This is an optimization exercise on Yosys and OpenROAD, whose aim is small area, a short achievable clock period and few clock cycles, not a production implementation.
Only simulation tests tie the RTL to the original design; equivalence was not proved.
Power figures rest on the tool's default switching activity, not on a simulated workload.

**flow/run.sh**
```bash
#!/bin/bash
# synth_recipe.tcl (not shown) runs the flow's synth.tcl, then flattens the netlist and writes it again
# the make line also repeats each setting of config.mk as NAME=value (left out here)
make -C /OpenROAD-flow-scripts/flow DESIGN_CONFIG=/design/flow/config.mk WORK_HOME=/design/flow/orfs CLKGATE_MAP_FILE= SYNTH_SCRIPT=/design/flow/synth_recipe.tcl finish
```
**flow/config.mk**
```make
export PLATFORM = sky130hd
export DESIGN_NAME = tfps
export DESIGN_NICKNAME = tfps
export VERILOG_FILES = /design/flow/design.v
export SDC_FILE = /design/flow/constraint.sdc
export NUM_CORES = 4
export LEC_CHECK = 0
export CAP_MARGIN = 20
export CORE_MARGIN = 2
export CORE_UTILIZATION = 40
export SLEW_MARGIN = 20
```
**flow/constraint.sdc**
```tcl
create_clock -name core_clock -period 37.0 [get_ports {clk}]
set_input_delay 7.4000 -clock core_clock [delete_from_list [all_inputs] [get_ports {clk}]]
set_output_delay 7.4000 -clock core_clock [all_outputs]
set_load 0.01 [all_outputs]
```
**flow/design.v**
```verilog
module tfps (
    input  wire        clk,
    input  wire        rst,
    input  wire        cmd_valid,
    output wire        cmd_ready,
    input  wire [63:0] cmd,
    output reg         rsp_valid,
    output reg  [39:0] rsp,
    output reg         tx_valid,
    output reg  [7:0]  tx_byte,
    output reg         tx_probe,
    input  wire        tx_ready
);
    localparam [7:0] OP_FBEGIN = 8'h01, OP_FBYTE = 8'h02, OP_FW16 = 8'h03,
                     OP_FW32   = 8'h04, OP_FEND  = 8'h05,
                     OP_PACK   = 8'h10, OP_UNPACK = 8'h11, OP_DSPLIT = 8'h12,
                     OP_TICK   = 8'h20, OP_SETHM  = 8'h21, OP_POLL   = 8'h22,
                     OP_CFGWR  = 8'h30, OP_CFGRD  = 8'h31, OP_INIT   = 8'h32;
    localparam [7:0] ST_OK = 8'h00, ST_NONE = 8'h01, ST_CHUNK = 8'h02,
                     ST_NOTREADY = 8'h03, ST_ABANDONED = 8'h04,
                     ST_INITFAIL = 8'h0D, ST_SEQERR = 8'h0E, ST_ILLEGAL = 8'h0F;
    localparam [1:0] FS_IDLE = 2'd0, FS_OPEN = 2'd1, FS_ABANDONED = 2'd2;
    localparam [2:0] S_IDLE = 3'd0, S_EXEC = 3'd1, S_EMIT = 3'd2,
                     S_DIV = 3'd3, S_DIVEND = 3'd4;
    reg              mode_q;
    reg  [1:0]       fstate_q;
    reg  [15:0]      crc_q;
    reg  [31:0]      now_q;
    reg  [10:0][31:0] last_q;
    reg  [10:0][31:0] interval_q;
    reg  [10:0]      group_en_q;
    reg  [31:0]      health_cur_q;
    reg  [31:0]      health_prev_q;
    reg  [3:0][7:0]  sens_id_q;
    reg  [3:0][7:0]  sens_m_q;
    reg  [3:0][7:0]  rr_q;
    reg  [31:0]      delim_q;
    wire [7:0] d_start = delim_q[7:0];
    wire [7:0] d_stop  = delim_q[15:8];
    wire [7:0] d_esc   = delim_q[23:16];
    wire [7:0] d_mask  = delim_q[31:24];
    reg  [2:0]  state_q;
    reg  [63:0] cmd_q;
    wire [7:0]  opc = cmd_q[63:56];
    wire [7:0]  op_a = cmd_q[55:48];
    wire [15:0] op_b = cmd_q[47:32];
    wire [31:0] op_c = cmd_q[31:0];
    assign cmd_ready = (state_q == S_IDLE);
    function automatic [15:0] crc_fold(input [15:0] c, input [7:0] b);
        integer i;
        reg [15:0] x;
        begin
            x = c ^ {8'h00, b};
            for (i = 0; i < 8; i = i + 1)
                x = x[0] ? ((x >> 1) ^ 16'h8408) : (x >> 1);
            crc_fold = x;
        end
    endfunction
    reg [4:0] f_width;
    reg [4:0] f_offset;
    always @(*) begin
        case (op_a)
            8'd0:    begin f_width = 5'd4;  f_offset = 5'd0;  end
            8'd1:    begin f_width = 5'd2;  f_offset = 5'd4;  end
            8'd2:    begin f_width = 5'd8;  f_offset = 5'd6;  end
            8'd3:    begin f_width = 5'd8;  f_offset = 5'd14; end
            8'd4:    begin f_width = 5'd10; f_offset = 5'd22; end
            8'd5:    begin f_width = 5'd9;  f_offset = 5'd0;  end
            8'd6:    begin f_width = 5'd8;  f_offset = 5'd9;  end
            8'd7:    begin f_width = 5'd15; f_offset = 5'd17; end
            8'd8:    begin f_width = 5'd5;  f_offset = 5'd0;  end
            8'd9:    begin f_width = 5'd2;  f_offset = 5'd5;  end
            8'd10:   begin f_width = 5'd1;  f_offset = 5'd7;  end
            8'd11:   begin f_width = 5'd1;  f_offset = 5'd8;  end
            8'd12:   begin f_width = 5'd1;  f_offset = 5'd9;  end
            8'd13:   begin f_width = 5'd1;  f_offset = 5'd10; end
            8'd14:   begin f_width = 5'd12; f_offset = 5'd12; end
            8'd15:   begin f_width = 5'd7;  f_offset = 5'd25; end
            8'd16:   begin f_width = 5'd9;  f_offset = 5'd0;  end
            8'd17:   begin f_width = 5'd8;  f_offset = 5'd9;  end
            8'd18:   begin f_width = 5'd11; f_offset = 5'd17; end
            8'd19:   begin f_width = 5'd11; f_offset = 5'd0;  end
            8'd20:   begin f_width = 5'd10; f_offset = 5'd11; end
            default: begin f_width = 5'd11; f_offset = 5'd21; end
        endcase
    end
    wire        field_ok = (op_a <= 8'd21);
    wire [31:0] f_limit  = (32'd1 << f_width) - 32'd1;
    wire [31:0] pack_clamped = op_c[31] ? 32'd0 :
                               (op_c > f_limit) ? f_limit : op_c;
    wire [31:0] pack_result   = pack_clamped << f_offset;
    wire [31:0] unpack_result = (op_c >> f_offset) & f_limit;
    localparam [43:0] PRIO = {4'd9, 4'd10, 4'd7, 4'd4, 4'd5, 4'd6,
                              4'd8, 4'd2, 4'd1, 4'd0, 4'd3};
    reg  [31:0] elapsed [0:10];
    reg  [31:0] overrun [0:10];
    reg  [10:0] eligible;
    reg         sel_found;
    reg  [3:0]  sel_group;
    reg  [31:0] sel_over;
    integer gi, pi;
    reg  [3:0]  pg;
    always @(*) begin
        for (gi = 0; gi < 11; gi = gi + 1) begin
            elapsed[gi]  = now_q - last_q[gi];
            eligible[gi] = group_en_q[gi] && (elapsed[gi] >= interval_q[gi]);
            overrun[gi]  = elapsed[gi] - interval_q[gi];
        end
        sel_found = 1'b0;
        sel_group = 4'd0;
        sel_over  = 32'd0;
        for (pi = 0; pi < 11; pi = pi + 1) begin
            pg = PRIO[pi*4 +: 4];
            if (eligible[pg] && (!sel_found || overrun[pg] > sel_over)) begin
                sel_found = 1'b1;
                sel_group = pg;
                sel_over  = overrun[pg];
            end
        end
    end
    wire health_trig = group_en_q[3] && (health_cur_q != health_prev_q);
    reg        poll_hit;
    reg [1:0]  poll_slot;
    integer si;
    always @(*) begin
        poll_hit  = 1'b0;
        poll_slot = 2'd0;
        for (si = 3; si >= 0; si = si - 1) begin
            if (sens_m_q[si] != 8'd0 && sens_id_q[si] == op_a) begin
                poll_hit  = 1'b1;
                poll_slot = si[1:0];
            end
        end
    end
    wire [7:0] rr_cur  = rr_q[poll_slot];
    wire [7:0] rr_next = (rr_cur + 8'd1 >= sens_m_q[poll_slot]) ? 8'd0 : rr_cur + 8'd1;
    reg        reg_ok;
    reg        reg_rw;
    reg [31:0] reg_rdata;
    always @(*) begin
        reg_ok    = 1'b1;
        reg_rw    = 1'b0;
        reg_rdata = 32'd0;
        if (op_a == 8'h00) begin
            reg_rdata = {29'd0, fstate_q, mode_q};
        end else if (op_a == 8'h01) begin
            reg_rdata = delim_q;
            reg_rw    = 1'b1;
        end else if (op_a == 8'h02) begin
            reg_rdata = {21'd0, group_en_q};
            reg_rw    = 1'b1;
        end else if (op_a == 8'h03) begin
            reg_rdata = now_q;
        end else if (op_a == 8'h04) begin
            reg_rdata = health_cur_q;
        end else if (op_a == 8'h05) begin
            reg_rdata = health_prev_q;
        end else if (op_a >= 8'h10 && op_a <= 8'h1A) begin
            reg_rdata = interval_q[op_a[3:0]];
            reg_rw    = 1'b1;
        end else if (op_a >= 8'h20 && op_a <= 8'h2A) begin
            reg_rdata = last_q[op_a[3:0]];
        end else if (op_a >= 8'h30 && op_a <= 8'h33) begin
            reg_rdata = {8'd0, rr_q[op_a[1:0]], sens_m_q[op_a[1:0]], sens_id_q[op_a[1:0]]};
            reg_rw    = 1'b1;
        end else begin
            reg_ok    = 1'b0;
        end
    end
    wire [7:0] x_start = d_start ^ d_mask;
    wire [7:0] x_stop  = d_stop  ^ d_mask;
    wire [7:0] x_esc   = d_esc   ^ d_mask;
    wire delim_valid =
        (d_esc != d_start) && (d_esc != d_stop) && (d_mask != 8'd0) &&
        (x_start != d_start) && (x_start != d_stop) && (x_start != d_esc) &&
        (x_stop  != d_start) && (x_stop  != d_stop) && (x_stop  != d_esc) &&
        (x_esc   != d_start) && (x_esc   != d_stop) && (x_esc   != d_esc);
    reg  [2:0]  em_idx_q;      
    reg  [2:0]  em_last_q;     
    reg         em_esc_q;      
    reg  [4:0]  em_cnt_q;      
    wire [15:0] trailer = crc_q ^ 16'hFFFF;
    reg  [7:0] it_byte;
    reg        it_stuff;
    reg        it_fold;
    always @(*) begin
        it_byte  = 8'd0;
        it_stuff = 1'b1;
        it_fold  = 1'b1;
        case (opc)
            OP_FBEGIN: begin it_byte = d_start; it_stuff = 1'b0; it_fold = 1'b0; end
            OP_FEND: begin
                it_fold = 1'b0;
                case (em_idx_q)
                    3'd0:    it_byte = trailer[7:0];
                    3'd1:    it_byte = trailer[15:8];
                    default: begin it_byte = d_stop; it_stuff = 1'b0; end
                endcase
            end
            default: begin
                case (em_idx_q)
                    3'd0:    it_byte = op_a;
                    3'd1:    it_byte = op_b[7:0];
                    3'd2:    it_byte = op_b[15:8];
                    3'd3:    it_byte = op_c[7:0];
                    3'd4:    it_byte = op_c[15:8];
                    3'd5:    it_byte = op_c[23:16];
                    default: it_byte = op_c[31:24];
                endcase
            end
        endcase
    end
    wire it_reserved = (it_byte == d_start) || (it_byte == d_stop) || (it_byte == d_esc);
    wire it_escape   = it_stuff && it_reserved;
    reg  [31:0] div_q_q;       
    reg  [14:0] div_r_q;       
    reg  [5:0]  div_n_q;       
    reg         div_neg_q;
    reg  [13:0] dsplit_p;
    always @(*) begin
        case (op_a[2:0])
            3'd0:    dsplit_p = 14'd1;
            3'd1:    dsplit_p = 14'd10;
            3'd2:    dsplit_p = 14'd100;
            3'd3:    dsplit_p = 14'd1000;
            default: dsplit_p = 14'd10000;
        endcase
    end
    wire [15:0] div_trial = {div_r_q, div_q_q[31]} - {2'b00, dsplit_p};
    wire        div_ge    = !div_trial[15];
    wire [31:0] op_c_abs  = op_c[31] ? (~op_c + 32'd1) : op_c;
    wire [31:0] dsp_quot = div_neg_q ? (~div_q_q + 32'd1) : div_q_q;
    wire [15:0] dsp_rem  = div_neg_q ? (~{1'b0, div_r_q} + 16'd1) : {1'b0, div_r_q};
    wire [15:0] dsp_bp   = ($signed(dsp_quot) > $signed(32'sd32767))  ? 16'h7FFF :
                           ($signed(dsp_quot) < $signed(-32'sd32768)) ? 16'h8000 :
                           dsp_quot[15:0];
    integer k;
    task automatic respond(input [7:0] st, input [31:0] data);
        begin
            rsp_valid <= 1'b1;
            rsp       <= {st, data};
            state_q   <= S_IDLE;
        end
    endtask
    always @(posedge clk) begin
        if (rst) begin
            state_q       <= S_IDLE;
            cmd_q         <= 64'd0;
            rsp_valid     <= 1'b0;
            rsp           <= 40'd0;
            mode_q        <= 1'b0;
            fstate_q      <= FS_IDLE;
            crc_q         <= 16'h0000;
            now_q         <= 32'd0;
            last_q        <= '0;
            interval_q    <= '0;
            group_en_q    <= 11'd0;
            health_cur_q  <= 32'd0;
            health_prev_q <= 32'd0;
            sens_id_q     <= '0;
            sens_m_q      <= '0;
            rr_q          <= '0;
            delim_q       <= 32'h207D7E7E;
            em_idx_q      <= 3'd0;
            em_last_q     <= 3'd0;
            em_esc_q      <= 1'b0;
            em_cnt_q      <= 5'd0;
            div_q_q       <= 32'd0;
            div_r_q       <= 15'd0;
            div_n_q       <= 6'd0;
            div_neg_q     <= 1'b0;
        end else begin
            rsp_valid <= 1'b0;
            case (state_q)
                S_IDLE: begin
                    if (cmd_valid) begin
                        cmd_q   <= cmd;
                        state_q <= S_EXEC;
                    end
                end
                S_EXEC: begin
                    em_idx_q <= 3'd0;
                    em_esc_q <= 1'b0;
                    em_cnt_q <= 5'd0;
                    case (opc)
                        OP_FBEGIN: begin
                            if (!mode_q) respond(ST_ILLEGAL, 32'd0);
                            else begin
                                crc_q     <= 16'hFFFF;
                                fstate_q  <= FS_OPEN;
                                em_last_q <= 3'd0;
                                state_q   <= S_EMIT;
                            end
                        end
                        OP_FBYTE, OP_FW16, OP_FW32: begin
                            if (!mode_q) respond(ST_ILLEGAL, 32'd0);
                            else if (fstate_q == FS_IDLE) respond(ST_SEQERR, 32'd0);
                            else if (fstate_q == FS_ABANDONED) respond(ST_ABANDONED, 32'd0);
                            else begin
                                em_last_q <= (opc == OP_FBYTE) ? 3'd0 :
                                             (opc == OP_FW16)  ? 3'd4 : 3'd6;
                                state_q   <= S_EMIT;
                            end
                        end
                        OP_FEND: begin
                            if (!mode_q) respond(ST_ILLEGAL, 32'd0);
                            else if (fstate_q == FS_IDLE) respond(ST_SEQERR, 32'd0);
                            else if (fstate_q == FS_ABANDONED) begin
                                fstate_q <= FS_IDLE;
                                respond(ST_ABANDONED, 32'd0);
                            end else begin
                                em_last_q <= 3'd2;
                                state_q   <= S_EMIT;
                            end
                        end
                        OP_PACK: begin
                            if (!field_ok) respond(ST_ILLEGAL, 32'd0);
                            else respond(ST_OK, pack_result);
                        end
                        OP_UNPACK: begin
                            if (!field_ok) respond(ST_ILLEGAL, 32'd0);
                            else respond(ST_OK, unpack_result);
                        end
                        OP_DSPLIT: begin
                            if (op_a > 8'd4) respond(ST_ILLEGAL, 32'd0);
                            else begin
                                div_q_q   <= op_c_abs;
                                div_r_q   <= 15'd0;
                                div_n_q   <= 6'd32;
                                div_neg_q <= op_c[31];
                                state_q   <= S_DIV;
                            end
                        end
                        OP_TICK: begin
                            if (!mode_q) respond(ST_ILLEGAL, 32'd0);
                            else begin
                                now_q <= now_q + 32'd1;
                                if (!tx_ready) respond(ST_NOTREADY, 32'd0);
                                else if (op_a[0]) respond(ST_CHUNK, 32'd0);
                                else if (health_trig) begin
                                    last_q[3]     <= now_q;
                                    health_prev_q <= health_cur_q;
                                    respond(ST_OK, 32'd3);
                                end else if (!sel_found) respond(ST_NONE, 32'd0);
                                else begin
                                    last_q[sel_group] <= now_q;
                                    if (sel_group == 4'd3) health_prev_q <= health_cur_q;
                                    respond(ST_OK, {28'd0, sel_group});
                                end
                            end
                        end
                        OP_SETHM: begin
                            if (!mode_q) respond(ST_ILLEGAL, 32'd0);
                            else begin
                                health_cur_q <= op_c;
                                respond(ST_OK, 32'd0);
                            end
                        end
                        OP_POLL: begin
                            if (!mode_q) respond(ST_ILLEGAL, 32'd0);
                            else if (!poll_hit) respond(ST_NONE, 32'd0);
                            else begin
                                rr_q[poll_slot] <= rr_next;
                                respond(ST_OK, {16'd0, 6'd0, poll_slot, rr_cur});
                            end
                        end
                        OP_CFGWR: begin
                            if (mode_q || !reg_ok || !reg_rw) respond(ST_ILLEGAL, 32'd0);
                            else begin
                                if (op_a == 8'h01) delim_q <= op_c;
                                else if (op_a == 8'h02) group_en_q <= op_c[10:0];
                                else if (op_a[7:4] == 4'h1) interval_q[op_a[3:0]] <= op_c;
                                else begin
                                    sens_id_q[op_a[1:0]] <= op_c[7:0];
                                    sens_m_q[op_a[1:0]]  <= op_c[15:8];
                                end
                                respond(ST_OK, 32'd0);
                            end
                        end
                        OP_CFGRD: begin
                            if (!reg_ok) respond(ST_ILLEGAL, 32'd0);
                            else respond(ST_OK, reg_rdata);
                        end
                        OP_INIT: begin
                            if (mode_q) respond(ST_ILLEGAL, 32'd0);
                            else if (!delim_valid) respond(ST_INITFAIL, 32'd0);
                            else begin
                                mode_q <= 1'b1;
                                respond(ST_OK, 32'd0);
                            end
                        end
                        default: respond(ST_ILLEGAL, 32'd0);
                    endcase
                end
                S_EMIT: begin
                    if (tx_ready) begin
                        em_cnt_q <= em_cnt_q + 5'd1;
                        if (it_escape && !em_esc_q) begin
                            em_esc_q <= 1'b1;
                        end else begin
                            em_esc_q <= 1'b0;
                            if (it_fold) crc_q <= crc_fold(crc_q, it_byte);
                            if (em_idx_q == em_last_q) begin
                                if (opc == OP_FEND) fstate_q <= FS_IDLE;
                                respond(ST_OK, {27'd0, em_cnt_q + 5'd1});
                            end else begin
                                em_idx_q <= em_idx_q + 3'd1;
                            end
                        end
                    end else begin
                        if (it_fold) crc_q <= crc_fold(crc_q, it_byte);
                        fstate_q <= (opc == OP_FEND) ? FS_IDLE : FS_ABANDONED;
                        respond(ST_ABANDONED, {27'd0, em_cnt_q});
                    end
                end
                S_DIV: begin
                    if (div_ge) div_r_q <= div_trial[14:0];
                    else        div_r_q <= {div_r_q[13:0], div_q_q[31]};
                    div_q_q <= {div_q_q[30:0], div_ge};
                    div_n_q <= div_n_q - 6'd1;
                    if (div_n_q == 6'd1) state_q <= S_DIVEND;
                end
                S_DIVEND: begin
                    respond(ST_OK, {dsp_bp, dsp_rem});
                end
                default: state_q <= S_IDLE;
            endcase
        end
    end
    always @(*) begin
        tx_valid = (state_q == S_EMIT);
        tx_byte  = em_esc_q ? (it_byte ^ d_mask) : (it_escape ? d_esc : it_byte);
        tx_probe = (state_q == S_EXEC) && (opc == OP_TICK) && mode_q;
    end
endmodule
```
==> flow_summary.ini <==
[status]
status = no timing/DRC/antenna violations

[power]
peakVddDrop_uv = 36.7
p_leak_nw = 47.4
power_per_cell_area_nw_per_um2 = 27.3

[route]
highest_layer = met5
antenna_left = 0
first_pass_iters = 9
drcViolationCount = 0
m1WireLength_um = 221000
vias = 113000
drt_iter0_drc = 15700
wl_met2_um = 235000
avgViaCountPerCell = 6.38
wirelength_um = 571000
wl_per_cell_um = 32.1
wl_met3_um = 66200

[sta]
period_share = 0.963
slew_violations = 0
timing.setup.tns_ns = 0
min_period_ns = 35.63
slew-limit-headroom = 0.114
hold_viol_final = 0
fmax_ghz = 0.0281
setup_viol = 0
clock_skew_ns = 0.131
worstMarginPinSlew_ns = 1.32
rsz0062_at_grt = no

[floorplan]
die-area_um2 = 271000
rows = 189
start_util = 0.403
die_x_um = 521
io_pins = 120
core_area_um2 = 266000
die-height_um = 521

[cells_and_area]
stdcell_area_um2 = 118000
layout-drive-gt1-share = 0.0693
final_common_cell = nand2_1
postLayoutCoreUtil = 0.442
nFillCells = 27100
layout_common_cells = nand2_1, a21oi_1, dfxtp_1
area_delta_synth_final_pct = 9.89
final_nets = 15300
final_cells = 17800

[setup_path]
cp-start-kind = flip-flop
critPathSlowestCell = a32oi_1
crit_top_cell = o21ai_0
path_class = flip-flop to flip-flop
cp_data_arrival_time_ns = 36.40
end_kind = flip-flop
cp.required_ns = 37.77
slowest_delay_ns = 0.61
crit_path_max_fanout = 30

[clock_tree]
cts_inserted_buffers = 156
clk_path_buf_depth = 4
cts.htree.levels = 4
cts_tree = built
clock_latency_ns = 0.93
clock-root-buffer = clkbuf_16
cts_num_sinks = 1136
path_clk_slew_ns = 0.06

[grt]
grt_first_pass_wirelength_um = 791000
gr-total-overflow = 0
antenna_found_initial = 54
track_usage = 0.403
grt_pass1_vias = 103000
grt_max_degree = 185

[logic_synthesis]
synthCells = 14300
yosysTopAreaCellShare = 0.213
ys.flop_type = dfxtp_1
netlist_area_um2 = 107000
synth_area_leaders = dfxtp_1, ha_1, nand2_1, a21oi_1, mux2i_1
yosysTopAreaCell = dfxtp_1
ys.warnings.count = 3
synth-edff-count = 0
postSynth.asyncResetShare = 0
synth_seq_cells = 1136
ys_seq_area_frac = 0.213
syn_avg_cell_area_um2 = 7.47
ys_types = 114

[placed_design]
gp_congestion = 1.09
place_area_um2 = 112000
place.detailed.instances = 17500
io_buffer_count = 115
dpl.hpwl_um = 450000

[worst_hold_path]
hp-class = flip-flop to flip-flop

[job]
drv_cap = 0
==> critical path: cells and delay by family (launching register included) <==
kind,cells,cell delay (ns)
simple gates,41,9.73
mux,2,0.36
fa+ha+maj,14,4.50
xor+xnor,1,0.16
compound gates,69,15.79
buf+inv,19,4.47
flops,1,0.31
==> state kept, by name, summed over array words and instances (netlist names), 32 cells and up, named ones only <==
name and count:
interval_q 352, delim_q 32, rr_q 32, sens_id_q 32, cmd_q 64, div_q_q 32, health_cur_q 32, health_prev_q 32
last_q 352, sens_m_q 32, now_q 32, rsp 36
==> Yosys cell counts (237+ instances only) <==
| library cell | instances |
|---|---|
| inv_1 | 1000 |
| nand2_1 | 2036 |
| a21oi_1 | 1365 |
| nor2_1 | 1097 |
| dfxtp_1 | 1136 |
| xor2_1 | 347 |
| nor3_1 | 237 |
| ha_1 | 1105 |
| o21ai_0 | 745 |
| xnor2_1 | 499 |
| clkbuf_1 | 641 |
| mux2i_1 | 473 |
| nand3_1 | 376 |
| a21o_1 | 346 |
==> cell families after synthesis <==
kind of cell,count (synthesis),share of synthesized area
xor+xnor,847,0.0694
mux,668,0.0810
flops,1136,0.213
compound gates,4026,0.241
other cells,2,0.0000702
simple gates,4714,0.198
fa+ha+maj,1128,0.134
buf+inv,1793,0.0642
==> layer usage <==
layer  global-route usage  vias to the layer above
li1                     -                    50500
met2                0.594                     6988
met3                0.104                     1652
met5                    0                        -
met1                0.510                    54200
met4                0.281                       22
==> report_power, final <==
group	internal, mW	total, mW	switching (mW)
logic	0.115	0.398	0.283
clock network	0.905	1.56	0.653
registers	1.23	1.25	0.0145
total	2.25	3.20	0.951
==> per-stage QoR <==
stage	hold slack [ns]	power (mW)	setup WS, ns
final	0.464	3.20	1.37
after global routing	0.477	3.26	0.0341
after CTS	0.463	3.19	0.400
after detailed placement	0.455	1.65	0.549
after global placement	0.450	1.66	0.772
after floorplan	0.434	1.50	5.53
==> final timing paths <==
path | startpoint | endpoint | slack (ns) | cells after the start
worst min-delay path | rsp[32] | rsp[32] | 0.46 | 2
worst min register to register | rsp[32] | rsp[32] | 0.46 | 2
worst max-delay path | now_q[0] | last_q[130] | 1.37 | 146
worst max register to register | now_q[0] | last_q[130] | 1.37 | 146
==> repair_timing <==
action | CTS | global route
gates resized for setup | 0 | 31
hold buffers | 0 | 0
setup endpoints to repair | 0 | 388
buffers inserted | 0 | 1
==> area by class of cell <==
type / instances / area, um^2 / share of cell area
clock inverter: 61 / 693 / 0.00590
antenna: 25 / 62.6 / 0.000532
timing repair buffer: 413 / 3480 / 0.0296
multi-input combinational: 11400 / 77900 / 0.663
tap: 3533 / 4420 / 0.0376
clock buffer: 208 / 4390 / 0.0374
sequential: 1136 / 22800 / 0.194
inverter: 1004 / 3780 / 0.0322
Testbench counts, summed over its fixed seeds: cycles 145,624.

[what the ideal ports hide]
Ports are ideal in the flow. The routed layout listed here was re-timed in OpenROAD. Step 1 sets driving cells, clkbuf_16 on the clock port and buf_2 on the other inputs (assumed; they add their load-dependent delay and slew). Step 2 moves the port delays by t, midway between the first and last clock arrival at a register: inputs arrive t later, outputs are due t later. That takes back most of the time a late clock gives input paths. Three values: ideal, step 1, step 2; two values: the first two.
shift t [ns]: 0.965
setup WS [ns]: 1.368 / 1.368 / 1.368
worst setup path at the end: register to register
clock arrival spread, ns: 0.131 / 0.132
pins driven straight from the clock port: 1
After both steps setup and hold are still met in this run. For this run, drivers alone change the setup slack by 0.000 ns; drivers and shift together by 0.000 ns.
